This is an optimization exercise on Yosys and OpenROAD, whose aim is small area, a short achievable clock period and few clock cycles, not a production implementation.
In this exercise RTL edits were held to simulation tests only and were not proved equivalent to the original.
Power is estimated from default activity; no workload was simulated.

==> design/flow/standard.sh <==
#!/bin/bash
# synth_recipe.tcl (not shown) runs the flow's synth.tcl, then flattens the netlist and writes it again
# the make line also repeats each setting of config.mk as NAME=value (left out here)
make -C /OpenROAD-flow-scripts/flow DESIGN_CONFIG=/design/flow/config.mk WORK_HOME=/design/flow/orfs CLKGATE_MAP_FILE= SYNTH_SCRIPT=/design/flow/synth_recipe.tcl "${@:-finish}"
==> design/flow/config.mk <==
export PLATFORM = sky130hd
export DESIGN_NAME = bowler_pkt
export DESIGN_NICKNAME = bowler_pkt
export VERILOG_FILES = /design/flow/design.v
export SDC_FILE = /design/flow/constraint.sdc
export NUM_CORES = 4
export LEC_CHECK = 0
export CAP_MARGIN = 20
export CELL_PAD_IN_SITES_DETAIL_PLACEMENT = 1
export CELL_PAD_IN_SITES_GLOBAL_PLACEMENT = 2
export CORE_MARGIN = 2
export CORE_UTILIZATION = 45
export CTS_CLUSTER_DIAMETER = 100
export CTS_CLUSTER_SIZE = 20
export GPL_ROUTABILITY_DRIVEN = 1
export GPL_TIMING_DRIVEN = 1
export PLACE_DENSITY = 0.55
export SETUP_SLACK_MARGIN = 5
export SLEW_MARGIN = 20
==> design/flow/constraint.sdc <==
create_clock -name core_clock -period 12.0 [get_ports {clk}]
set_input_delay 2.4000 -clock core_clock [delete_from_list [all_inputs] [get_ports {clk}]]
set_output_delay 2.4000 -clock core_clock [all_outputs]
set_load 0.01 [all_outputs]
==> design/flow/flow/run.sh <==
#!/bin/bash
set -uo pipefail
bash standard.sh SETUP_SLACK_MARGIN=7.8 finish > standard.log 2>&1
status=$?
exit $status
==> design/flow/design.v <==
module bowler_pkt (
    input  wire        clk,
    input  wire        rst,
    input  wire        cmd_valid,
    output wire        cmd_ready,
    input  wire [31:0] cmd_word,
    input  wire [31:0] cmd_data,
    input  wire        rx_valid,
    output wire        rx_ready,
    input  wire [7:0]  rx_byte,
    input  wire [31:0] now,
    output reg         resp_valid,
    output reg  [7:0]  resp_status,
    output reg  [31:0] resp_result
);
    localparam [7:0] ST_OK = 8'h00, ST_EMPTY = 8'h01, ST_OVERFLOW = 8'h02,
                     ST_NOT_READY = 8'h03, ST_READY = 8'h04, ST_CONTINUE = 8'h05,
                     ST_FIRED = 8'h06, ST_NOT_FIRED = 8'h07,
                     ST_PKT_OK = 8'h10, ST_BAD_REV = 8'h11, ST_BAD_HCK = 8'h12,
                     ST_BAD_LEN = 8'h13, ST_BAD_PCK = 8'h14,
                     ST_ILLEGAL = 8'hE0, ST_BAD_INDEX = 8'hE1, ST_BAD_OFFSET = 8'hE2,
                     ST_BAD_LENGTH = 8'hE3, ST_READ_ONLY = 8'hE4;
    localparam [1:0] TM_HCHK = 2'd0,    
                     TM_HSUM = 2'd1,    
                     TM_PCHK = 2'd2,    
                     TM_PSUM = 2'd3;    
    localparam K_PUSH = 0,  K_POP = 1,   K_PEEK = 2,  K_AVAIL = 3, K_FRST = 4,
               K_TINIT = 5, K_TELAP = 6, K_TFIRE = 7, K_TRST = 8,
               K_PRD = 9,   K_PWR = 10,  K_GETF = 11, K_SETF = 12, K_HCK = 13,
               K_PCK = 14,  K_VAL = 15,  K_FIN = 16,
               K_STEP = 17, K_POLL = 18, K_RRST = 19,
               K_RXP = 20,  K_LCHK = 21, K_SETEST = 22, K_TICK = 23,
               K_CRD = 24,  K_CWR = 25;
    function [27:0] pdec;
        input [31:0] w;
        reg [25:0] k;
        reg        lg, ml;
        reg        n_ok, b_ok, k_ok, a_ok;
        begin
            n_ok = (w[23:0] == 24'd0);
            b_ok = (w[23:8] == 16'd0);
            k_ok = (w[23:16] == 8'd0);
            a_ok = (w[15:0] == 16'd0);
            k = 26'd0; lg = 1'b0; ml = 1'b0;
            case (w[31:24])
                8'h10: begin k[K_PUSH]   = 1'b1; lg = b_ok; end
                8'h11: begin k[K_POP]    = 1'b1; lg = n_ok; ml = 1'b1; end
                8'h12: begin k[K_PEEK]   = 1'b1; lg = k_ok; ml = 1'b1; end
                8'h13: begin k[K_AVAIL]  = 1'b1; lg = n_ok; end
                8'h14: begin k[K_FRST]   = 1'b1; lg = n_ok; end
                8'h20: begin k[K_TINIT]  = 1'b1; lg = a_ok; end
                8'h21: begin k[K_TELAP]  = 1'b1; lg = a_ok; ml = 1'b1; end
                8'h22: begin k[K_TFIRE]  = 1'b1; lg = a_ok; ml = 1'b1; end
                8'h23: begin k[K_TRST]   = 1'b1; lg = a_ok; end
                8'h30: begin k[K_PRD]    = 1'b1; lg = k_ok; end
                8'h31: begin k[K_PWR]    = 1'b1; lg = 1'b1; end
                8'h32: begin k[K_GETF]   = 1'b1; lg = a_ok; ml = (w[23:16] == 8'd7); end
                8'h33: begin k[K_SETF]   = 1'b1; lg = a_ok; ml = (w[23:16] == 8'd7); end
                8'h34: begin k[K_HCK]    = 1'b1; lg = n_ok; ml = 1'b1; end
                8'h35: begin k[K_PCK]    = 1'b1; lg = n_ok; ml = 1'b1; end
                8'h36: begin k[K_VAL]    = 1'b1; lg = n_ok; ml = 1'b1; end
                8'h37: begin k[K_FIN]    = 1'b1; lg = n_ok; ml = 1'b1; end
                8'h40: begin k[K_STEP]   = 1'b1; lg = n_ok; ml = 1'b1; end
                8'h41: begin k[K_POLL]   = 1'b1; lg = n_ok; ml = 1'b1; end
                8'h42: begin k[K_RRST]   = 1'b1; lg = n_ok; end
                8'h50: begin k[K_RXP]    = 1'b1; lg = b_ok; end
                8'h51: begin k[K_LCHK]   = 1'b1; lg = n_ok; ml = 1'b1; end
                8'h52: begin k[K_SETEST] = 1'b1; lg = n_ok; end
                8'h53: begin k[K_TICK]   = 1'b1; lg = n_ok; ml = 1'b1; end
                8'h60: begin k[K_CRD]    = 1'b1; lg = a_ok; end
                8'h61: begin k[K_CWR]    = 1'b1; lg = a_ok; end
                default: ;
            endcase
            pdec = {ml && lg, !lg, lg ? k : 26'd0};
        end
    endfunction
    reg  [7:0]   rd, wr;
    reg  [8:0]   cnt;
    reg          tfire_q;
    reg          c_empty, c_lt15, c_le16, c_ltlen, c_pkge;
    reg          fc_v, vc_v, vc_hok, vc_cap;
    reg  [7:0]   fc_h, fc_p;
    reg          n_fc_v, n_vc_v, n_vc_hok, n_vc_cap;
    reg  [7:0]   n_fc_h, n_fc_p;
    reg  [1023:0] pkt;
    reg          pkt_resp;
    reg  [1:0]   rsm_state;
    reg  [7:0]   rsm_len;
    reg  [31:0]  last0, last1, last2, last3;
    reg  [31:0]  intv0, intv1, intv2, intv3;
    reg          link_est;
    reg  [7:0]   cfg_rev;
    reg  [47:0]  dev_mac;
    reg  [31:0]  junk_cnt, ovf_cnt, hdrfail_cnt, payfail_cnt, frame_cnt, timeout_cnt;
    reg          rdy;
    reg          r_v, r_rx;
    reg  [7:0]   r_b;
    reg  [31:0]  r_w, r_d, r_now;
    reg          e_v, e_rx;
    reg  [7:0]   e_b;
    reg  [31:0]  e_w, e_d, e_now;
    reg  [25:0]  ek;
    reg          e_ill, e_multi;
    reg  [1:0]   e_tsel;              
    reg          e_prdok;             
    assign cmd_ready = rdy;
    assign rx_ready  = rdy;
    wire in_acc = rdy && (cmd_valid || rx_valid);
    wire fin;                        
    wire take = !e_v || fin;
    always @(posedge clk) begin
        if (rst) begin
            rdy <= 1'b1;
            r_v <= 1'b0;
            e_v <= 1'b0;
        end else if (take) begin
            e_v <= r_v || in_acc;
            r_v <= 1'b0;
            rdy <= 1'b1;
        end else if (in_acc) begin
            r_v <= 1'b1;
            rdy <= 1'b0;
        end
    end
    wire [27:0] dec_r  = pdec(r_w);
    wire [27:0] dec_in = pdec(cmd_word);
    always @(posedge clk) begin
        if (take) begin
            if (r_v) begin
                e_rx <= r_rx; e_b <= r_b; e_w <= r_w; e_d <= r_d; e_now <= r_now;
                {e_multi, e_ill, ek} <= r_rx ? 28'd0 : dec_r;
                e_tsel <= (r_w[31:24] == 8'h51 || r_w[31:24] == 8'h53) ? 2'd0 : r_w[17:16];
                e_prdok <= !r_rx && r_w[31:16] == 16'h3000 && r_w[15:7] == 9'd0;
            end else begin
                e_rx <= rx_valid; e_b <= rx_byte; e_w <= cmd_word; e_d <= cmd_data; e_now <= now;
                {e_multi, e_ill, ek} <= rx_valid ? 28'd0 : dec_in;
                e_tsel <= (cmd_word[31:24] == 8'h51 || cmd_word[31:24] == 8'h53) ? 2'd0 : cmd_word[17:16];
                e_prdok <= !rx_valid && cmd_word[31:16] == 16'h3000 && cmd_word[15:7] == 9'd0;
            end
        end
        if (rdy) begin
            r_rx <= rx_valid; r_b <= rx_byte; r_w <= cmd_word; r_d <= cmd_data; r_now <= now;
        end
    end
    wire [7:0]  fa  = e_w[23:16];
    wire [15:0] imm = e_w[15:0];
    reg  [7:0]  wa;                  
    reg  [15:0] wr_boh;              
    reg         fw_en;
    reg  [7:0]  fw_data;
    reg  [3:0]  wa_hi1;
    reg  [15:0] wa_nx;
    reg  [15:0] oh_hi, oh_hi1;        
    wire [3:0]  wa_hi  = wa[7:4];
    wire [127:0] bank_q;             
    genvar gb;
    generate
        for (gb = 0; gb < 16; gb = gb + 1) begin : g_bank
            reg [7:0] mem [0:15];
            wire [15:0] rsel = wa_nx[gb] ? oh_hi1 : oh_hi;
            reg  [7:0]  rq;
            integer r;
            always @(*) begin
                rq = 8'd0;
                for (r = 0; r < 16; r = r + 1)
                    rq = rq | (mem[r] & {8{rsel[r]}});
            end
            always @(posedge clk)
                if (fw_en && wr_boh[gb])
                    mem[wr[7:4]] <= fw_data;
            assign bank_q[8*gb +: 8] = rq;
        end
    endgenerate
    reg  [6:0]  pa;                  
    reg         pa_sel;              
    wire [6:0]  paddr = pa;
    reg  [127:0] pchunk;
    always @(*) begin
        case (paddr[6:4])
            3'd0: pchunk = pkt[127:0];
            3'd1: pchunk = pkt[255:128];
            3'd2: pchunk = pkt[383:256];
            3'd3: pchunk = pkt[511:384];
            3'd4: pchunk = pkt[639:512];
            3'd5: pchunk = pkt[767:640];
            3'd6: pchunk = pkt[895:768];
            default: pchunk = pkt[1023:896];
        endcase
    end
    wire [7:0] pbyte = pchunk[8*paddr[3:0] +: 8];
    wire [15:0] pkt_dlen  = {pkt[8*13 +: 8], pkt[8*12 +: 8]};
    wire        pkt_legal = (pkt_dlen >= 16'd16) && (pkt_dlen <= 16'd128);
    wire [7:0]  pdl_c     = pkt[8*12 +: 8];           
    reg         pl_q, dl_dirty;
    reg  [7:0]  pdl;
    reg  [6:0]  pdm1;
    reg  [2:0]  kchk, ksum;
    always @(posedge clk) begin
        c_empty <= (cnt == 9'd0);
        c_lt15  <= (cnt < 9'd15);
        c_le16  <= (cnt <= 9'd16);
        c_ltlen <= (cnt < {1'b0, rsm_len});
        c_pkge  <= (imm >= {7'd0, cnt});
        pl_q <= pkt_legal;
        pdl  <= pdl_c;
        pdm1 <= pdl_c[6:0] - 7'd1;
        kchk <= (pdl_c - 8'd1) >> 4;
        ksum <= (pdl_c - 8'd2) >> 4;
    end
    reg         wsrc;                 
    reg  [1:0]  tmode;
    reg  [2:0]  tk;                   
    reg         iv, ih, il, ic;       
    reg  [7:0]  dlx;                  
    integer j;
    reg  [6:0]  t_l;                  
    reg  [15:0] m_inc, m_neg;
    always @(*) begin
        for (j = 0; j < 16; j = j + 1) begin
            case (tmode)
                TM_HCHK: begin m_inc[j] = (j <= 14); m_neg[j] = (j == 14); end
                TM_HSUM: begin m_inc[j] = (j <= 13); m_neg[j] = 1'b0; end
                default: begin
                    m_inc[j] = (tk < t_l[6:4]) || (tk == t_l[6:4] && j <= t_l[3:0]);
                    m_neg[j] = (tmode == TM_PCHK) && (tk == t_l[6:4]) && (j == t_l[3:0]);
                end
            endcase
        end
    end
    wire [3:0]  rrot = wsrc ? 4'd0 : wa[3:0];
    wire [31:0] mk0 = {m_neg, m_inc};
    wire [31:0] mk1 = rrot[0] ? {mk0[30:16], mk0[31], mk0[14:0], mk0[15]} : mk0;
    wire [31:0] mk2 = rrot[1] ? {mk1[29:16], mk1[31:30], mk1[13:0], mk1[15:14]} : mk1;
    wire [31:0] mk3 = rrot[2] ? {mk2[27:16], mk2[31:28], mk2[11:0], mk2[15:12]} : mk2;
    wire [31:0] mk4 = rrot[3] ? {mk3[23:16], mk3[31:24], mk3[7:0],  mk3[15:8]}  : mk3;
    wire [15:0] b_inc = mk4[15:0];
    wire [15:0] b_neg = mk4[31:16];
    wire [127:0] rdata = wsrc ? pchunk : bank_q;
    reg  [7:0]  x [0:15];
    always @(*)
        for (j = 0; j < 16; j = j + 1)
            x[j] = (rdata[8*j +: 8] ^ {8{b_neg[j]}}) & {8{b_inc[j]}};
    function [15:0] csa;
        input [7:0] a, b, c;
        reg [7:0] s, cy;
        begin
            s  = a ^ b ^ c;
            cy = (a & b) | (a & c) | (b & c);
            csa = {cy[6:0], 1'b0, s};
        end
    endfunction
    wire [15:0] c1a = csa(x[0],  x[1],  x[2]);
    wire [15:0] c1b = csa(x[3],  x[4],  x[5]);
    wire [15:0] c1c = csa(x[6],  x[7],  x[8]);
    wire [15:0] c1d = csa(x[9],  x[10], x[11]);
    wire [15:0] c1e = csa(x[12], x[13], x[14]);
    wire [15:0] c2a = csa(c1a[7:0],  c1a[15:8], c1b[7:0]);
    wire [15:0] c2b = csa(c1b[15:8], c1c[7:0],  c1c[15:8]);
    wire [15:0] c2c = csa(c1d[7:0],  c1d[15:8], c1e[7:0]);
    reg  [127:0] win;                 
    reg  [3:0]   w_rot;
    reg  [63:0]  w_ps;                
    reg          w_cin;
    reg          wv, wh, wl, wc, wc0;
    reg          ic0, pc0;
    reg  [2:0]   wk;
    always @(posedge clk) begin
        win   <= rdata;
        w_rot <= rrot;
        w_ps  <= {x[15], c1e[15:8], c2c, c2b, c2a};
        w_cin <= |b_neg;
        wk    <= tk;
        wh    <= ih;
        wc0   <= ic0 && ic;
        wl    <= il;
    end
    wire [127:0] ro1 = w_rot[0] ? {win[7:0],  win[127:8]}  : win;
    wire [127:0] ro2 = w_rot[1] ? {ro1[15:0], ro1[127:16]} : ro1;
    wire [127:0] ro3 = w_rot[2] ? {ro2[31:0], ro2[127:32]} : ro2;
    wire [127:0] fwin = w_rot[3] ? {ro3[63:0], ro3[127:64]} : ro3;
    wire [15:0] c3a = csa(w_ps[7:0],   w_ps[15:8],  w_ps[23:16]);
    wire [15:0] c3b = csa(w_ps[31:24], w_ps[39:32], w_ps[47:40]);
    wire [15:0] c4a = csa(c3a[7:0], c3a[15:8], c3b[7:0]);
    wire [15:0] c4b_r = csa(c3b[15:8], w_ps[55:48], w_ps[63:56]);
    wire [15:0] c4b = {c4b_r[15:9], w_cin, c4b_r[7:0]};    
    wire [15:0] c5a = csa(c4a[7:0], c4a[15:8], c4b[7:0]);
    wire [15:0] c6a = csa(c5a[7:0], c5a[15:8], c4b[15:8]);
    wire [7:0]  wsum = c6a[7:0] + c6a[15:8];
    wire        wzero = ((c6a[7:0] ^ c6a[15:8]) == {(c6a[6:0] | c6a[14:8]), 1'b0});
    wire [7:0]  f12 = fwin[8*12 +: 8];
    wire [7:0]  f13 = fwin[8*13 +: 8];
    reg  [15:0] fmatch;
    reg  [4:0]  ffirst;
    always @(*) begin
        for (j = 0; j < 16; j = j + 1)
            fmatch[j] = (fwin[8*j +: 8] == cfg_rev) && (j < cnt);
        ffirst = 5'd16;
        for (j = 15; j >= 0; j = j - 1)
            if (fmatch[j]) ffirst = j;
    end
    reg  [7:0]  p_sum;
    reg         p_zero;
    reg         p_m0;                 
    reg  [4:0]  p_first;              
    reg         p_legal;
    reg  [7:0]  p_dl;
    reg         p_ltdl;               
    reg  [7:0]  p_b15;
    reg  [7:0]  p_b0;
    reg         pv, ph, pl;
    always @(posedge clk) begin
        p_sum   <= wsum;
        p_zero  <= wzero;
        p_m0    <= fmatch[0];
        p_first <= ffirst;
        p_legal <= (f13 == 8'd0) && (f12 >= 8'd16) && (f12 <= 8'd128);
        p_dl    <= f12;
        p_ltdl  <= (cnt < {1'b0, f12});
        p_b15   <= fwin[8*15 +: 8];
        p_b0    <= fwin[7:0];
        ph      <= wh;
        pc0     <= wc0 && wc;
        pl      <= wl;
    end
    wire [1:0]  tsel = e_tsel;
    reg  [31:0] tl_m, ti_m;
    always @(*) begin
        case (tsel)
            2'd0: begin tl_m = last0; ti_m = intv0; end
            2'd1: begin tl_m = last1; ti_m = intv1; end
            2'd2: begin tl_m = last2; ti_m = intv2; end
            default: begin tl_m = last3; ti_m = intv3; end
        endcase
    end
    reg  [32:0] ts_diff;
    reg  [31:0] ts_last, ts_intv;
    always @(posedge clk) begin
        ts_diff <= {1'b0, e_now} - {1'b0, tl_m};
        ts_last <= tl_m;
        ts_intv <= ti_m;
    end
    wire        t_back = ts_diff[32];
    wire [31:0] t_diff = ts_diff[31:0];
    wire        t_fire = !t_back && (t_diff >= ts_intv);
    wire [31:0] t_over = t_diff - ts_intv;
    wire        t_snap = ({1'b0, t_diff} > {ts_intv, 1'b0});
    wire [31:0] t_new_last = (t_back || (t_fire && t_snap)) ? e_now :
                             !t_fire ? ts_last : (ts_last + ts_intv);
    wire fifo_full  = cnt[8];                 
    wire fifo_empty = (cnt == 9'd0);
    wire csr_defined = (fa <= 8'h0E) || (fa >= 8'h20 && fa <= 8'h23) || (fa >= 8'h30 && fa <= 8'h33);
    wire csr_ro = (fa == 8'h01) || (fa == 8'h02) || (fa == 8'h0B) || (fa == 8'h0C) ||
                  (fa == 8'h0D) || (fa == 8'h0E) || (fa >= 8'h20);
    reg [31:0] csr_rdata;
    always @(*) begin
        case (fa)
            8'h00: csr_rdata = {24'd0, cfg_rev};
            8'h01: csr_rdata = {26'd0, pkt_resp, fifo_full, fifo_empty, link_est, rsm_state};
            8'h02: csr_rdata = {23'd0, cnt};
            8'h03: csr_rdata = junk_cnt;
            8'h04: csr_rdata = ovf_cnt;
            8'h05: csr_rdata = hdrfail_cnt;
            8'h06: csr_rdata = payfail_cnt;
            8'h07: csr_rdata = frame_cnt;
            8'h08: csr_rdata = timeout_cnt;
            8'h09: csr_rdata = dev_mac[31:0];
            8'h0A: csr_rdata = {16'd0, dev_mac[47:32]};
            8'h0B: csr_rdata = {24'd0, rsm_len};
            8'h0C: csr_rdata = 32'd256;
            8'h0D: csr_rdata = 32'd128;
            8'h0E: csr_rdata = 32'd4;
            8'h20: csr_rdata = last0;
            8'h21: csr_rdata = last1;
            8'h22: csr_rdata = last2;
            8'h23: csr_rdata = last3;
            8'h30: csr_rdata = intv0;
            8'h31: csr_rdata = intv1;
            8'h32: csr_rdata = intv2;
            8'h33: csr_rdata = intv3;
            default: csr_rdata = 32'd0;
        endcase
    end
    reg [31:0] getf_val;
    always @(*) begin
        case (fa[3:0])
            4'd0: getf_val = {24'd0, pkt[8*0 +: 8]};
            4'd1: getf_val = pkt[8*1 +: 32];
            4'd2: getf_val = {16'd0, pkt[8*5 +: 16]};
            4'd3: getf_val = {24'd0, pkt[8*7 +: 8]};
            4'd4: getf_val = pkt[8*8 +: 32];
            4'd5: getf_val = {16'd0, pkt_dlen};
            4'd6: getf_val = {24'd0, pkt[8*14 +: 8]};
            default: getf_val = {31'd0, pkt_resp};
        endcase
    end
    reg  [3:0]  ms;
    reg  [2:0]  kc, kl;               
    reg         cst;                  
    reg  [7:0]  acc8;
    reg  [7:0]  chk_b;
    reg  [7:0]  n_rd, n_wr;
    reg  [8:0]  n_cnt;
    reg         n_pkt_resp;
    reg  [1:0]  n_rsm_state;
    reg  [7:0]  n_rsm_len;
    reg  [31:0] n_last0, n_last1, n_last2, n_last3;
    reg  [31:0] n_intv0, n_intv1, n_intv2, n_intv3;
    reg         n_link_est;
    reg  [7:0]  n_cfg_rev;
    reg  [47:0] n_dev_mac;
    reg  [31:0] n_junk, n_ovf, n_hdrf, n_payf, n_frame, n_tmo;
    reg         n_rv;
    reg  [7:0]  n_rs;
    reg  [31:0] n_rr;
    reg         fin_c;
    reg  [3:0]  n_ms;
    reg  [2:0]  n_kc, n_kl;
    reg  [7:0]  n_acc8, n_chk_b, n_dlx;
    reg         is_v, is_src, is_h, is_l, is_c, is_psel, is_fw, is_c0;
    reg  [7:0]  is_wa;
    reg  [6:0]  is_pa;
    reg  [1:0]  is_mode;
    reg  [2:0]  is_k;
    reg         bw_en;
    reg  [6:0]  bw_addr;
    reg  [7:0]  bw_data;
    reg  [14:0] f_en;
    reg  [119:0] f_dat;
    reg         cw_en;
    assign fin = fin_c;
    always @(*)
        dl_wr = f_en[12] || f_en[13] || (bw_en && (bw_addr == 7'd12 || bw_addr == 7'd13)) ||
                (cw_en && wk == 3'd0);
    reg  [4:0]  sk_m;
    reg  [7:0]  dlw;                  
    reg         go_pay, go_hdr, single, ltdl;
    reg  [7:0]  tot;
    reg         pay_ok, n_cst, dl_wr, n_tf;
    reg  [1:0]  verr, n_verr;
    reg  [7:0]  accn, n_accn;
    wire [6:0]  tg_l = (is_mode == TM_PCHK) ? (n_dlx[6:0] - 7'd1) : (n_dlx[6:0] - 7'd2);
    wire        put_is  = e_rx || ek[K_PUSH] || ek[K_RXP];
    wire [7:0]  put_b   = e_rx ? e_b : e_w[7:0];
    wire        is_rsm  = ek[K_STEP] || ek[K_POLL] || ek[K_TICK];
    always @(*) begin
        n_rd = rd; n_wr = wr; n_cnt = cnt;
        n_pkt_resp = pkt_resp;
        n_rsm_state = rsm_state; n_rsm_len = rsm_len;
        n_last0 = last0; n_last1 = last1; n_last2 = last2; n_last3 = last3;
        n_intv0 = intv0; n_intv1 = intv1; n_intv2 = intv2; n_intv3 = intv3;
        n_link_est = link_est; n_cfg_rev = cfg_rev; n_dev_mac = dev_mac;
        n_junk = junk_cnt; n_ovf = ovf_cnt; n_hdrf = hdrfail_cnt; n_payf = payfail_cnt;
        n_frame = frame_cnt; n_tmo = timeout_cnt;
        n_rv = 1'b0; n_rs = ST_OK; n_rr = 32'd0;
        fin_c = 1'b0;
        n_ms = ms; n_kc = kc; n_kl = kl; n_acc8 = acc8; n_chk_b = chk_b; n_dlx = dlx;
        is_v = 1'b0; is_src = 1'b0; is_h = 1'b0; is_l = 1'b0; is_c = 1'b0; is_psel = 1'b0; is_fw = 1'b0; is_c0 = 1'b0;
        is_wa = 8'd0; is_pa = 7'd0; is_mode = TM_HCHK; is_k = 3'd0;
        fw_en = 1'b0; fw_data = put_b;
        bw_en = 1'b0; bw_addr = paddr; bw_data = fa;
        f_en = 15'd0; f_dat = 120'd0;
        cw_en = 1'b0;
        sk_m = 5'd0;
        dlw = rsm_len; ltdl = (ms == 4'd0) ? (cnt < {1'b0, rsm_len}) : c_ltlen;
        go_pay = 1'b0; go_hdr = 1'b0;
        single = ek[K_STEP];
        tot = 8'd0;
        pay_ok = 1'b0; n_cst = cst;
        n_tf = tfire_q;
        n_verr = verr;
        n_fc_v = fc_v; n_fc_h = fc_h; n_fc_p = fc_p;
        n_vc_v = vc_v; n_vc_hok = vc_hok; n_vc_cap = vc_cap;
        if (e_v && !e_multi) begin
            fin_c = 1'b1;
            n_rv  = !e_rx;
            if (put_is) begin
                if (fifo_full) begin
                    n_ovf = ovf_cnt + 32'd1;
                    n_rs  = ST_OVERFLOW;
                    n_rr  = {23'd0, cnt};
                end else begin
                    fw_en = 1'b1;
                    n_wr  = wr + 8'd1;
                    n_cnt = cnt + 9'd1;
                    n_rr  = {23'd0, cnt + 9'd1};
                end
                if (e_rx || ek[K_RXP])
                    n_last0 = e_now;
            end
            if (e_ill)
                n_rs = ST_ILLEGAL;
            if (ek[K_AVAIL])
                n_rr = {23'd0, cnt};
            if (ek[K_FRST]) begin
                n_rd = 8'd0; n_wr = 8'd0; n_cnt = 9'd0;
            end
            if (ek[K_TINIT] || ek[K_TRST]) begin
                if (fa >= 8'd4) begin
                    n_rs = ST_BAD_INDEX;
                end else begin
                    case (fa[1:0])
                        2'd0: begin n_last0 = e_now; if (ek[K_TINIT]) n_intv0 = e_d; end
                        2'd1: begin n_last1 = e_now; if (ek[K_TINIT]) n_intv1 = e_d; end
                        2'd2: begin n_last2 = e_now; if (ek[K_TINIT]) n_intv2 = e_d; end
                        default: begin n_last3 = e_now; if (ek[K_TINIT]) n_intv3 = e_d; end
                    endcase
                end
            end
            if (ek[K_PRD]) begin
                if (imm >= 16'd128) n_rs = ST_BAD_OFFSET;
                else n_rr = {24'd0, pbyte};
            end
            if (ek[K_PWR]) begin
                if (imm >= 16'd128) n_rs = ST_BAD_OFFSET;
                else bw_en = 1'b1;
            end
            if (ek[K_GETF]) begin
                if (fa >= 8'd9) n_rs = ST_BAD_INDEX;
                else n_rr = getf_val;
            end
            if (ek[K_SETF]) begin
                if (fa >= 8'd9) begin
                    n_rs = ST_BAD_INDEX;
                end else begin
                    case (fa[3:0])
                        4'd0: begin f_en[0] = 1'b1; f_dat[7:0] = e_d[7:0]; end
                        4'd1: begin f_en[4:1] = 4'hF; f_dat[39:8] = e_d; end
                        4'd2: begin f_en[6:5] = 2'h3; f_dat[55:40] = e_d[15:0]; end
                        4'd3: begin f_en[7] = 1'b1; f_dat[63:56] = e_d[7:0]; end
                        4'd4: begin f_en[11:8] = 4'hF; f_dat[95:64] = e_d; end
                        4'd5: begin f_en[13:12] = 2'h3; f_dat[111:96] = e_d[15:0]; end
                        4'd6: begin f_en[14] = 1'b1; f_dat[119:112] = e_d[7:0]; end
                        default: n_pkt_resp = e_d[0];
                    endcase
                end
            end
            if (ek[K_RRST]) begin
                n_rsm_state = 2'd0; n_rsm_len = 8'd0;
            end
            if (ek[K_SETEST])
                n_link_est = 1'b1;
            if (ek[K_CRD]) begin
                if (!csr_defined) n_rs = ST_BAD_INDEX;
                else n_rr = csr_rdata;
            end
            if (ek[K_CWR]) begin
                if (!csr_defined) begin
                    n_rs = ST_BAD_INDEX;
                end else if (csr_ro) begin
                    n_rs = ST_READ_ONLY;
                end else begin
                    case (fa[3:0])
                        4'h0: n_cfg_rev = e_d[7:0];
                        4'h3: n_junk  = e_d;
                        4'h4: n_ovf   = e_d;
                        4'h5: n_hdrf  = e_d;
                        4'h6: n_payf  = e_d;
                        4'h7: n_frame = e_d;
                        4'h8: n_tmo   = e_d;
                        4'h9: n_dev_mac[31:0] = e_d;
                        default: n_dev_mac[47:32] = e_d[15:0];
                    endcase
                end
            end
        end else if (e_v) begin
            if (ek[K_POP]) begin
                if (ms == 4'd0) begin
                    n_ms = 4'd1;
                end else if (c_empty) begin
                    fin_c = 1'b1; n_rv = 1'b1; n_rs = ST_EMPTY;
                end else begin
                    fin_c = 1'b1; n_rv = 1'b1;
                    n_rr = {24'd0, fwin[7:0]};
                    n_rd = rd + 8'd1; n_cnt = cnt - 9'd1;
                end
            end
            if (ek[K_PEEK]) begin
                if (ms == 4'd0) begin
                    is_wa = rd + imm[7:0]; is_fw = 1'b1;
                    n_ms = 4'd1;
                end else if (ms == 4'd1 && c_pkge) begin
                    fin_c = 1'b1; n_rv = 1'b1; n_rs = ST_EMPTY;
                end else if (ms == 4'd1) begin
                    n_ms = 4'd2;
                end else begin
                    fin_c = 1'b1; n_rv = 1'b1;
                    n_rr = {24'd0, fwin[7:0]};
                end
            end
            if (ek[K_TELAP] || ek[K_TFIRE] || ek[K_LCHK]) begin
                if (!ek[K_LCHK] && fa >= 8'd4) begin
                    fin_c = 1'b1; n_rv = 1'b1; n_rs = ST_BAD_INDEX;
                end else if (ms == 4'd0) begin
                    n_ms = 4'd1;
                end else begin
                    fin_c = 1'b1; n_rv = 1'b1;
                    if (ek[K_TELAP]) begin
                        n_rr = t_back ? 32'd0 : t_diff;
                    end else begin
                        n_rs = t_fire ? ST_FIRED : ST_NOT_FIRED;
                        n_rr = t_fire ? t_over : 32'd0;
                        case (tsel)
                            2'd0: n_last0 = t_new_last;
                            2'd1: n_last1 = t_new_last;
                            2'd2: n_last2 = t_new_last;
                            default: n_last3 = t_new_last;
                        endcase
                        if (ek[K_LCHK] && t_fire) begin
                            n_rd = 8'd0; n_wr = 8'd0; n_cnt = 9'd0;
                            n_rsm_state = 2'd0; n_rsm_len = 8'd0;
                            n_link_est = 1'b0;
                            n_tmo = timeout_cnt + 32'd1;
                        end
                    end
                end
            end
            if ((ek[K_GETF] || ek[K_SETF] || ek[K_PCK] || ek[K_VAL] || ek[K_FIN]) &&
                ms == 4'd0 && dl_dirty) begin
            end else if (ek[K_GETF] || ek[K_SETF]) begin
                if (!pl_q) begin
                    fin_c = 1'b1; n_rv = 1'b1; n_rs = ST_BAD_LENGTH;
                end else if (ms == 4'd0) begin
                    is_psel = 1'b1; is_pa = pdm1;
                    n_ms = 4'd1;
                end else begin
                    fin_c = 1'b1; n_rv = 1'b1;
                    if (ek[K_GETF]) begin
                        n_rr = {24'd0, pbyte};
                    end else begin
                        bw_en = 1'b1; bw_data = e_d[7:0];
                    end
                end
            end else if (ek[K_HCK]) begin
                if (ms == 4'd0 && fc_v) begin
                    fin_c = 1'b1; n_rv = 1'b1;
                    n_rr = {23'd0, 1'b1, fc_h};
                end else if (ms == 4'd0) begin
                    is_v = 1'b1; is_src = 1'b1; is_psel = 1'b1; is_pa = 7'd0;
                    is_mode = TM_HSUM; is_h = 1'b1; is_l = 1'b1;
                    n_ms = 4'd1;
                end else if (pv) begin
                    fin_c = 1'b1; n_rv = 1'b1;
                    n_rr = {23'd0, pkt[8*14 +: 8] == p_sum, p_sum};
                end
            end else if (ek[K_PCK]) begin
                if (ms == 4'd0 && fc_v) begin
                    fin_c = 1'b1; n_rv = 1'b1;
                    n_rr = {23'd0, 1'b1, fc_p};
                end else if (!pl_q) begin
                    fin_c = 1'b1; n_rv = 1'b1; n_rs = ST_BAD_LENGTH;
                end else if (ms == 4'd0) begin
                    is_psel = 1'b1; is_pa = pdm1;
                    n_dlx = pdl;
                    n_ms = 4'd1;
                end else begin
                    if (ms == 4'd1) n_chk_b = pbyte;
                    if (ms == 4'd1 || ms == 4'd2) begin
                        is_v = 1'b1; is_src = 1'b1; is_psel = 1'b1;
                        is_k = (ms == 4'd1) ? 3'd0 : kc;
                        is_pa = {is_k, 4'd0};
                        is_mode = TM_PSUM; is_h = (ms == 4'd1);
                        is_l = (is_k == ksum);
                        n_kc = is_k + 3'd1;
                        n_ms = is_l ? 4'd3 : 4'd2;
                    end
                    if (pv) begin
                        tot = (ph ? ((dlx >= 8'd17) ? p_b15 : 8'd0) : (acc8 + p_sum));
                        n_acc8 = tot;
                        if (pl) begin
                            fin_c = 1'b1; n_rv = 1'b1;
                            n_rr = {23'd0, chk_b == tot, tot};
                        end
                    end
                end
            end else if (ek[K_VAL]) begin
                if (ms == 4'd0 && pkt[7:0] != cfg_rev) begin
                    fin_c = 1'b1; n_rv = 1'b1; n_rs = ST_BAD_REV; n_rr = {16'd0, pkt_dlen};
                end else if (ms == 4'd0 && vc_v) begin
                    fin_c = 1'b1; n_rv = 1'b1;
                    n_rs = vc_hok ? ST_PKT_OK : ST_BAD_HCK;
                    n_rr = {16'd0, pkt_dlen};
                end else begin
                    n_dlx = pdl;
                    if (ms == 4'd0 || ms == 4'd1) begin
                        is_v = 1'b1; is_src = 1'b1; is_psel = 1'b1;
                        is_k = (ms == 4'd0) ? 3'd0 : kc;
                        is_pa = {is_k, 4'd0};
                        is_mode = (ms == 4'd0) ? TM_HCHK : TM_PCHK;
                        is_h = (ms == 4'd0);
                        is_l = !pl_q || (is_k == kchk);
                        n_kc = is_k + 3'd1;
                        n_ms = is_l ? 4'd2 : 4'd1;
                    end
                    if (pv) begin
                        tot = acc8 + p_sum;
                        if (ph) begin
                            tot = (kchk == 3'd0) ? (8'd0 - p_b15) : p_b15;
                            n_verr = !p_zero ? 2'd1 : !pl_q ? 2'd2 : 2'd0;
                        end
                        n_acc8 = tot;
                        if (pl) begin
                            fin_c = 1'b1; n_rv = 1'b1;
                            n_rs = (n_verr == 2'd1) ? ST_BAD_HCK : (n_verr == 2'd2) ? ST_BAD_LEN :
                                   (tot == 8'd0) ? ST_PKT_OK : ST_BAD_PCK;
                            n_rr = {16'd0, pkt_dlen};
                        end
                    end
                end
            end else if (ek[K_FIN]) begin
                if (!pl_q) begin
                    fin_c = 1'b1; n_rv = 1'b1; n_rs = ST_BAD_LENGTH;
                end else begin
                    n_dlx = pdl;
                    if (ms == 4'd0) begin
                        f_en[6:0] = 7'h7F;
                        f_dat[55:0] = {dev_mac, cfg_rev};
                    end
                    if (ms == 4'd0 || ms == 4'd1) begin
                        is_v = 1'b1; is_src = 1'b1; is_psel = 1'b1;
                        is_k = (ms == 4'd0) ? 3'd0 : kc;
                        is_pa = {is_k, 4'd0};
                        is_mode = (ms == 4'd0) ? TM_HSUM : TM_PSUM;
                        is_h = (ms == 4'd0);
                        is_l = (is_k == ksum);
                        n_kc = is_k + 3'd1;
                        n_ms = is_l ? 4'd2 : 4'd1;
                    end
                    if (pv) begin
                        tot = acc8 + p_sum;
                        if (ph) begin
                            f_en[14] = 1'b1;
                            f_dat[119:112] = p_sum;
                            n_fc_h = p_sum;
                            tot = (dlx >= 8'd17) ? p_b15 : 8'd0;
                        end
                        n_acc8 = tot;
                        if (pl) begin
                            n_fc_p = tot;
                            bw_en = 1'b1; bw_addr = dlx[6:0] - 7'd1; bw_data = tot;
                            fin_c = 1'b1; n_rv = 1'b1;
                            n_rr = {16'd0, pkt_dlen};
                        end
                    end
                end
            end
            if (is_rsm) begin
                case (ms)
                4'd0: begin
                    if ((rsm_state == 2'd0 && fifo_empty) ||
                        (rsm_state == 2'd1 && cnt < 9'd15) ||
                        (rsm_state == 2'd2 && ltdl)) begin
                        n_ms = 4'd1;    
                    end else begin
                        n_ms = 4'd2;    
                    end
                end
                4'd1, 4'd2: begin
                    if (ek[K_TICK]) begin
                        n_last0 = t_new_last;
                        if (t_fire) begin
                            n_rd = 8'd0; n_wr = 8'd0; n_cnt = 9'd0;
                            n_rsm_state = 2'd0; n_rsm_len = 8'd0;
                            n_link_est = 1'b0;
                            n_tmo = timeout_cnt + 32'd1;
                        end
                    end
                    n_tf = ek[K_TICK] && t_fire;
                    if (ms == 4'd1) begin
                        fin_c = 1'b1; n_rv = 1'b1; n_rs = ST_NOT_READY;
                        n_rr = (ek[K_TICK] && t_fire) ? 32'h0001_0000 : {30'd0, rsm_state};
                    end else begin
                        n_ms = 4'd3;
                    end
                end
                4'd3: begin
                    n_tf = 1'b0;
                    if (tfire_q) begin
                        fin_c = 1'b1; n_rv = 1'b1; n_rs = ST_NOT_READY; n_rr = 32'h0001_0000;
                    end else
                    if (rsm_state == 2'd0) begin
                        sk_m = (cnt >= 9'd16) ? 5'd16 : cnt[4:0];
                        if (c_empty) begin
                            fin_c = 1'b1; n_rv = 1'b1; n_rs = ST_NOT_READY; n_rr = 32'd0;
                        end else if (single) begin
                            if (p_m0) begin
                                n_rsm_state = 2'd1;
                                fin_c = 1'b1; n_rv = 1'b1; n_rs = ST_CONTINUE; n_rr = 32'd1;
                            end else begin
                                n_rd = rd + 8'd1; n_cnt = cnt - 9'd1;
                                n_junk = junk_cnt + 32'd1;
                                fin_c = 1'b1; n_rv = 1'b1; n_rs = ST_CONTINUE; n_rr = 32'd0;
                            end
                        end else if (p_m0) begin
                            n_rsm_state = 2'd1;
                            go_hdr = 1'b1;
                        end else if (p_first != 5'd16) begin
                            n_rd = rd + {3'd0, p_first};
                            n_cnt = cnt - {4'd0, p_first};
                            n_junk = junk_cnt + {27'd0, p_first};
                            n_rsm_state = 2'd1;
                            n_ms = 4'd4;
                        end else begin
                            n_rd = rd + {3'd0, sk_m};
                            n_cnt = cnt - {4'd0, sk_m};
                            n_junk = junk_cnt + {27'd0, sk_m};
                            if (c_le16) begin
                                fin_c = 1'b1; n_rv = 1'b1; n_rs = ST_NOT_READY; n_rr = 32'd0;
                            end else begin
                                n_ms = 4'd4;
                            end
                        end
                    end else if (rsm_state == 2'd1) begin
                        go_hdr = 1'b1;
                    end else begin
                        go_pay = 1'b1;
                    end
                    if (go_hdr) begin
                        if (c_lt15) begin
                            fin_c = 1'b1; n_rv = 1'b1; n_rs = ST_NOT_READY; n_rr = 32'd1;
                        end else if (p_m0 && p_zero && p_legal) begin
                            n_rsm_len = p_dl;
                            n_rsm_state = 2'd2;
                            dlw = p_dl;
                            ltdl = p_ltdl;
                            if (single) begin
                                fin_c = 1'b1; n_rv = 1'b1; n_rs = ST_CONTINUE; n_rr = 32'd2;
                            end else begin
                                go_pay = 1'b1;
                            end
                        end else begin
                            n_rd = rd + 8'd1; n_cnt = cnt - 9'd1;
                            n_junk = junk_cnt + 32'd1;
                            n_hdrf = hdrfail_cnt + 32'd1;
                            n_rsm_len = 8'd0;
                            n_rsm_state = 2'd0;
                            if (single) begin
                                fin_c = 1'b1; n_rv = 1'b1; n_rs = ST_CONTINUE; n_rr = 32'd0;
                            end else begin
                                n_ms = 4'd4;
                            end
                        end
                    end
                    if (go_pay) begin
                        n_dlx = dlw;
                        n_kl = (dlw - 8'd1) >> 4;
                        if (ltdl) begin
                            fin_c = 1'b1; n_rv = 1'b1; n_rs = ST_NOT_READY; n_rr = 32'd2;
                        end else if (dlw == 8'd16) begin
                            n_ms = (p_b15 == 8'd0) ? 4'd8 : 4'd9;
                        end else begin
                            n_acc8 = p_b15;
                            is_v = 1'b1; is_fw = 1'b1; is_k = 3'd1; is_wa = rd + 8'd16;
                            is_mode = TM_PCHK;
                            is_l = (dlw <= 8'd32);
                            n_kc = is_l ? 3'd0 : 3'd2;
                            n_cst = 1'b0;
                            n_ms = is_l ? 4'd7 : 4'd6;
                        end
                    end
                end
                4'd4: n_ms = 4'd5;
                4'd5: n_ms = 4'd3;
                4'd6: begin
                    is_v = 1'b1; is_fw = 1'b1; is_k = kc; is_wa = rd + {kc, 4'd0};
                    is_mode = TM_PCHK;
                    is_l = (kc == kl);
                    n_kc = is_l ? 3'd0 : kc + 3'd1;
                    n_cst = 1'b0;
                    if (is_l) n_ms = 4'd7;
                    if (pv) n_acc8 = acc8 + p_sum;
                end
                4'd7: begin
                    if (!cst) begin
                        is_c0 = (kc == 3'd0);
                        is_c = 1'b1; is_fw = 1'b1; is_k = kc; is_wa = rd + {kc, 4'd0};
                        is_l = (kc == kl);
                        n_kc = kc + 3'd1;
                        n_cst = is_l;
                    end
                    if (pv) begin
                        tot = acc8 + p_sum;
                        n_acc8 = tot;
                        if (pl) begin
                            pay_ok = (p_sum == accn);
                            n_ms = pay_ok ? 4'd10 : 4'd9;
                        end
                    end
                end
                4'd8: begin
                    is_c = 1'b1; is_fw = 1'b1; is_k = 3'd0; is_wa = rd;
                    is_c0 = 1'b1;
                    is_l = 1'b1;
                    n_cst = 1'b1;
                    n_ms = 4'd10;
                end
                4'd10: begin
                    if (!cst) begin
                        is_c = 1'b1; is_fw = 1'b1; is_k = kc; is_wa = rd + {kc, 4'd0};
                        is_l = (kc == kl);
                        n_kc = kc + 3'd1;
                        n_cst = is_l;
                    end
                end
                4'd9: begin
                    n_rd = rd + 8'd1; n_cnt = cnt - 9'd1;
                    n_junk = junk_cnt + 32'd1;
                    n_payf = payfail_cnt + 32'd1;
                    n_rsm_len = 8'd0;
                    n_rsm_state = 2'd0;
                    if (single) begin
                        fin_c = 1'b1; n_rv = 1'b1; n_rs = ST_CONTINUE; n_rr = 32'd0;
                    end else begin
                        n_ms = 4'd4;
                    end
                end
                default: ;
                endcase
                if (wc && (ms == 4'd10 || pay_ok)) begin
                    cw_en = 1'b1;
                    if (wl) begin
                        n_rd = rd + dlx;
                        n_cnt = cnt - {1'b0, dlx};
                        n_frame = frame_cnt + 32'd1;
                        n_rsm_len = 8'd0;
                        n_rsm_state = 2'd0;
                        n_pkt_resp = 1'b0;
                        fin_c = 1'b1; n_rv = 1'b1; n_rs = ST_READY; n_rr = {24'd0, dlx};
                    end
                end
            end
        end
    end
    always @(posedge clk) begin
        resp_status <= n_rs;
        resp_result <= (e_v && e_prdok) ? {24'd0, pbyte} : n_rr;
    end
    wire pkt_wr_any = bw_en || cw_en || (|f_en);
    reg  fc_set, vc_set;
    always @(*) begin
        fc_set = fin_c && ek[K_FIN] && pl_q && !(ms == 4'd0 && dl_dirty);
        vc_set = fin_c && is_rsm && n_rs == ST_READY;
    end
    always @(posedge clk) begin
        if (rst) begin
            rd <= 8'd0; wr <= 8'd0; cnt <= 9'd0;
            wr_boh <= 16'd1;
            pkt_resp <= 1'b0;
            rsm_state <= 2'd0; rsm_len <= 8'd0;
            last0 <= 32'd0; last1 <= 32'd0; last2 <= 32'd0; last3 <= 32'd0;
            intv0 <= 32'd1000; intv1 <= 32'd0; intv2 <= 32'd0; intv3 <= 32'd0;
            link_est <= 1'b0;
            cfg_rev <= 8'h03;
            dev_mac <= 48'd0;
            junk_cnt <= 32'd0; ovf_cnt <= 32'd0; hdrfail_cnt <= 32'd0;
            payfail_cnt <= 32'd0; frame_cnt <= 32'd0; timeout_cnt <= 32'd0;
            resp_valid <= 1'b0;
            ms <= 4'd0;
            iv <= 1'b0; ic <= 1'b0;
            wv <= 1'b0; wc <= 1'b0;
            pv <= 1'b0;
            pa_sel <= 1'b0;
            dl_dirty <= 1'b1;
            tfire_q <= 1'b0;
            fc_v <= 1'b0;
            vc_v <= 1'b0;
            vc_cap <= 1'b0;
        end else begin
            dl_dirty <= dl_wr;
            tfire_q <= n_tf;
            fc_v <= fc_set || (fc_v && !pkt_wr_any);
            fc_h <= n_fc_h;
            fc_p <= n_fc_p;
            vc_cap <= pc0 ? 1'b1 : (ic0 && ic) ? 1'b0 : vc_cap;
            if (pc0) vc_hok <= p_zero;
            vc_v <= vc_set ? (vc_cap || pc0) : (vc_v && !pkt_wr_any);
            rd <= n_rd; wr <= n_wr; cnt <= n_cnt;
            wr_boh <= 16'd1 << n_wr[3:0];
            pkt_resp <= n_pkt_resp;
            rsm_state <= n_rsm_state; rsm_len <= n_rsm_len;
            last0 <= n_last0; last1 <= n_last1; last2 <= n_last2; last3 <= n_last3;
            intv0 <= n_intv0; intv1 <= n_intv1; intv2 <= n_intv2; intv3 <= n_intv3;
            link_est <= n_link_est;
            cfg_rev <= n_cfg_rev;
            dev_mac <= n_dev_mac;
            junk_cnt <= n_junk; ovf_cnt <= n_ovf; hdrfail_cnt <= n_hdrf;
            payfail_cnt <= n_payf; frame_cnt <= n_frame; timeout_cnt <= n_tmo;
            resp_valid <= n_rv;
            ms <= fin_c ? 4'd0 : n_ms;
            iv <= is_v; ic <= is_c; ic0 <= is_c0;
            wv <= iv; wc <= ic;
            pv <= wv;
            pa_sel <= is_psel;
        end
    end
    wire [7:0] wa_d = is_fw ? is_wa : n_rd;
    always @(posedge clk) begin
        accn <= 8'd0 - n_acc8;
        verr <= n_verr;
        kc <= n_kc; kl <= n_kl; cst <= n_cst; acc8 <= n_acc8; chk_b <= n_chk_b; dlx <= n_dlx;
        pa <= take ? (r_v ? r_w[6:0] : cmd_word[6:0]) : (is_psel ? is_pa : e_w[6:0]);
        if (rst) begin
            wa    <= 8'd0;
            wa_hi1 <= 4'd1;
            wa_nx <= 16'd0;
            oh_hi <= 16'd1;
            oh_hi1 <= 16'd2;
            wsrc  <= 1'b0;
            t_l   <= 7'd0;
            tmode <= TM_HCHK;
            tk    <= 3'd0;
            ih    <= 1'b0;
            il    <= 1'b0;
        end else begin
            wa    <= wa_d;
            wa_hi1 <= wa_d[7:4] + 4'd1;
            oh_hi  <= 16'd1 << wa_d[7:4];
            oh_hi1 <= 16'd1 << (wa_d[7:4] + 4'd1);
            for (j = 0; j < 16; j = j + 1)
                wa_nx[j] <= (j < wa_d[3:0]);
            wsrc  <= is_src;
            tmode <= is_mode;
            t_l   <= tg_l;
            tk    <= is_k;
            ih    <= is_h;
            il    <= is_l;
        end
    end
    wire [127:0] lane = cw_en ? fwin : {16{bw_data}};
    wire [127:0] lane_r = lane & {128{~rst}};
    wire [119:0] fdat_r = f_dat & {120{~rst}};
    genvar gp;
    generate
        for (gp = 0; gp < 128; gp = gp + 1) begin : g_pkt
            wire cw_hit = cw_en && (wk == gp / 16) && ({wk, 4'd0} + (gp % 16) < dlx);
            wire bw_hit = bw_en && (bw_addr == gp);
            wire fhit   = (gp < 15) && f_en[gp < 15 ? gp : 0];
            always @(posedge clk) begin
                if (fhit && !rst)
                    pkt[8*gp +: 8] <= fdat_r[8*(gp < 15 ? gp : 0) +: 8];
                else if (cw_hit || bw_hit || rst)
                    pkt[8*gp +: 8] <= lane_r[8*(gp % 16) +: 8];
            end
        end
    endgenerate
endmodule
==> impl_metrics.ini <==
[placed_design]
placed_area_sq_um = 218000
place_inst = 22800
portBuffers = 149
place_congestion = 1.12
place_hpwl_mm = 788

[floorplanning]
core-area_sq_um = 456000
dieWidth_microns = 681
start_util = 0.452
die_area_sq_um = 464000
die_h_microns = 681
num_rows = 248
ios = 151

[timing]
finalCriticalPeriod_ps = 4510
grt_setup_unrepaired = yes
fin_crit_sh = 0.375
worst_slew_pin_slew_ps = 1430
final_max_slew_viol_count = 0
setup_viol = 0
final.setup.tns_ps = 0
fmax_mhz = 222
relSlewSlack = 0.0494
fin_skew_ps = 112
hold_viol = 0

[clocking]
cts_tree = done
clkSlewWorstSetupHoldPaths_ps = 90
insertion_delay_ps = 1040
cts_root_buf = clkbuf_16
htree_levels = 5
clock_path_buffers = 4
cts_hold_buf = 0
cts-buffers-inserted = 272
numClockSinks = 4402

[layout]
layout_commonest_cell = edfxtp_1
drive_gt1_frac = 0.205
nNetsFinal = 17900
fin_util = 0.520
finalInstanceArea_sq_um = 237000
fillerInstances = 45800
layout_common_cells = 3341 x edfxtp_1, 1385 x nand2_1, 967 x dfxtp_1
stdcell_count = 23800
syn_to_final_growth_pct = 15.0

[synthesis]
ys_seq_area_frac = 0.590
syn_nets = 17600
synth_area_sq_um = 206000
synth_edf_count = 3341
ys.flop_type = edfxtp_1
yosysWarnings = 2
yosysUniqueCellTypes = 115
syn-mean-instance-area_sq_um = 12.1
syn_inst = 17100
async_flop_share = 0
yosys_register_bits = 4402

[power_and_ir_drop]
p_leak_nw = 79.2
p_per_area_nw_per_um2 = 130
peakVddDrop_mv = 0.157
power_w = 0.0308

[detailed_routing]
firstDrtPassIters = 9
ant_nets = 0
first_iter_violations = 24900
wl_mm = 1100
vias = 171000
route.detailed.wl_per_inst_microns = 46.1
viasPerCell = 7.19
drc = 0

[hold_path]
timing.hold.worst.class = register to register

[job]
maxCapViolations = 0

[global_routing]
antenna_found_initial = 145
grt_pass1_vias = 162000
grt-ovfl-total = 0
track_usage = 0.460
grt_pass1_wl_mm = 1450
grt_max_degree = 169

[critical_path]
cp-end-kind = register
crit_required_ps = 12650
cp.arrival_ps = 5150
crit_path_start_kind = register
critical_path_class = register to register
crit_path_max_fanout = 16

[outcome]
outcome = finished clean
cell type report:
class	instances	area [sq um]	share of cell area
Antenna cell	174	435	0.00184
Clock buffer	383	7380	0.0311
Clock inverter	56	867	0.00366
Inverter	339	1320	0.00558
Multi-Input combinational cell	11300	86300	0.364
Sequential cell	4402	122000	0.514
Tap cell	6000	7510	0.0317
Timing Repair Buffer	1159	11500	0.0483
Timing Repair inverter	2	15.0	0.0000633
cells in the mapped netlist, types with 65 or more instances:
library cell  instances  share of area
nand3_1             525          0.013
nor2b_1              73         0.0022
mux2_2              548          0.030
a22o_1              365          0.016
buf_2               111         0.0027
nor2_1             1270          0.023
xor2_1              234         0.0099
nor3_1              318         0.0077
a22oi_1             789          0.029
and2_1               65         0.0020
buf_1               120         0.0022
a211oi_1            160         0.0058
a31oi_1             130         0.0039
nand2b_1             97         0.0029
a21oi_1            1118          0.027
a221o_1             134         0.0065
a221oi_1            392          0.017
inv_1               328         0.0060
o221ai_1             99         0.0042
nand2_1            1442          0.026
nand4_1             131         0.0040
fa_1                 98         0.0095
nor4_1               71         0.0022
xnor2_1             291          0.012
a21o_1              131         0.0048
o22ai_1             199         0.0060
o21ai_0             729          0.018
o31ai_1              65         0.0024
and3_1              110         0.0033
mux4_2              276          0.030
clkbuf_1            824          0.015
ha_1                256          0.016
mux2i_1             296          0.014
edfxtp_1           3341           0.49
dfxtp_1            1061           0.10
registers in the layout, indices dropped and copies added, names as in the netlist, 33 cells and up:
register,flops
ts_diff,33
win,128
w_ps,59
g_bank.mem,2048
pkt,1024
dev_mac,48
metrics by stage:
step	setup slack [ps]	hold WS, ps
after floorplan	6730	310
after global placement	5300	314
after detailed placement	5520	315
after CTS	7710	337
after global routing	7480	349
final	7490	337
worst paths after layout:
check           from                    end  slack [ps]  depth (start not counted)
max          e_multi  g_bank[15].mem[15][5]        7490                          7
min               wh                     ph         340                          0
max reg2reg  e_multi  g_bank[15].mem[15][5]        7490                          7
min reg2reg       wh                     ph         340                          0
kinds of logic after synthesis:
| kind of cell | Yosys count | share of synthesized area |
|---|---|---|
| AOI/OAI and AO/OA | 4951 | 0.166 |
| DFF | 4402 | 0.590 |
| and+or+nand+nor | 4310 | 0.0942 |
| buffers and inverters | 1408 | 0.0266 |
| muxes | 1139 | 0.0757 |
| xor gates and xnor gates | 525 | 0.0223 |
| adders and majority gates | 356 | 0.0251 |
| other | 1 | 0.0000182 |
worst max-delay path: stages, from the launching register on:
cell and delay (ps):
edfxtp_1 400, buf_4 280, inv_1 450, buf_4 320, nand2_4 290, nor2_4 630, nand2_1 660, nor2_1 1050
layer usage:
metal | vias up | global-route usage | part of all wire
met5 | - | 0.00271 | 0.00087
met4 | 80 | 0.379 | 0.10
met1 | 88600 | 0.577 | 0.37
li1 | 67300 | - | -
met3 | 3158 | 0.154 | 0.12
met2 | 12000 | 0.641 | 0.41
where the power goes:
part | switching, W | internal, W
clock | 0.00567 | 0.00449
sequential | 0.000327 | 0.0168
combinational | 0.00254 | 0.00102
what timing repair did:
item,4_1_cts,5_1_grt
pin swaps,89,113
gates cloned,26,9
buffers inserted,199,116
resized for setup,1223,519
endpoints found under the setup margin,4912,2891
Testbench counts, summed over its fixed seeds: cycles 52,796.

[afterwards: timing with drivers on the ports]
How much do the figures lean on ideal ports? The routed layout below was timed once more, with nothing changed but the port constraints.
Step 1 assumes that a clkbuf_16 drives the clock port and a buf_2 every other input.
Step 2 adds t to the input delays and takes it off the output delays; t is the mean of the earliest and latest rising clock arrival at the registers after step 1. Input paths then give back, and output paths get back, about the clock's delay inside the block.
Three values: ideal ports, drivers, drivers and shift; two values: the first two.
t (ns): 1.125
setup WS [ns]: 7.495 / 7.495 / 6.745
hold WS [ns]: 0.337 / 0.337 / 0.337
After both steps this run still meets setup and hold. The setup slack of this run moves by 0.000 ns with the drivers and by -0.750 ns with both steps.
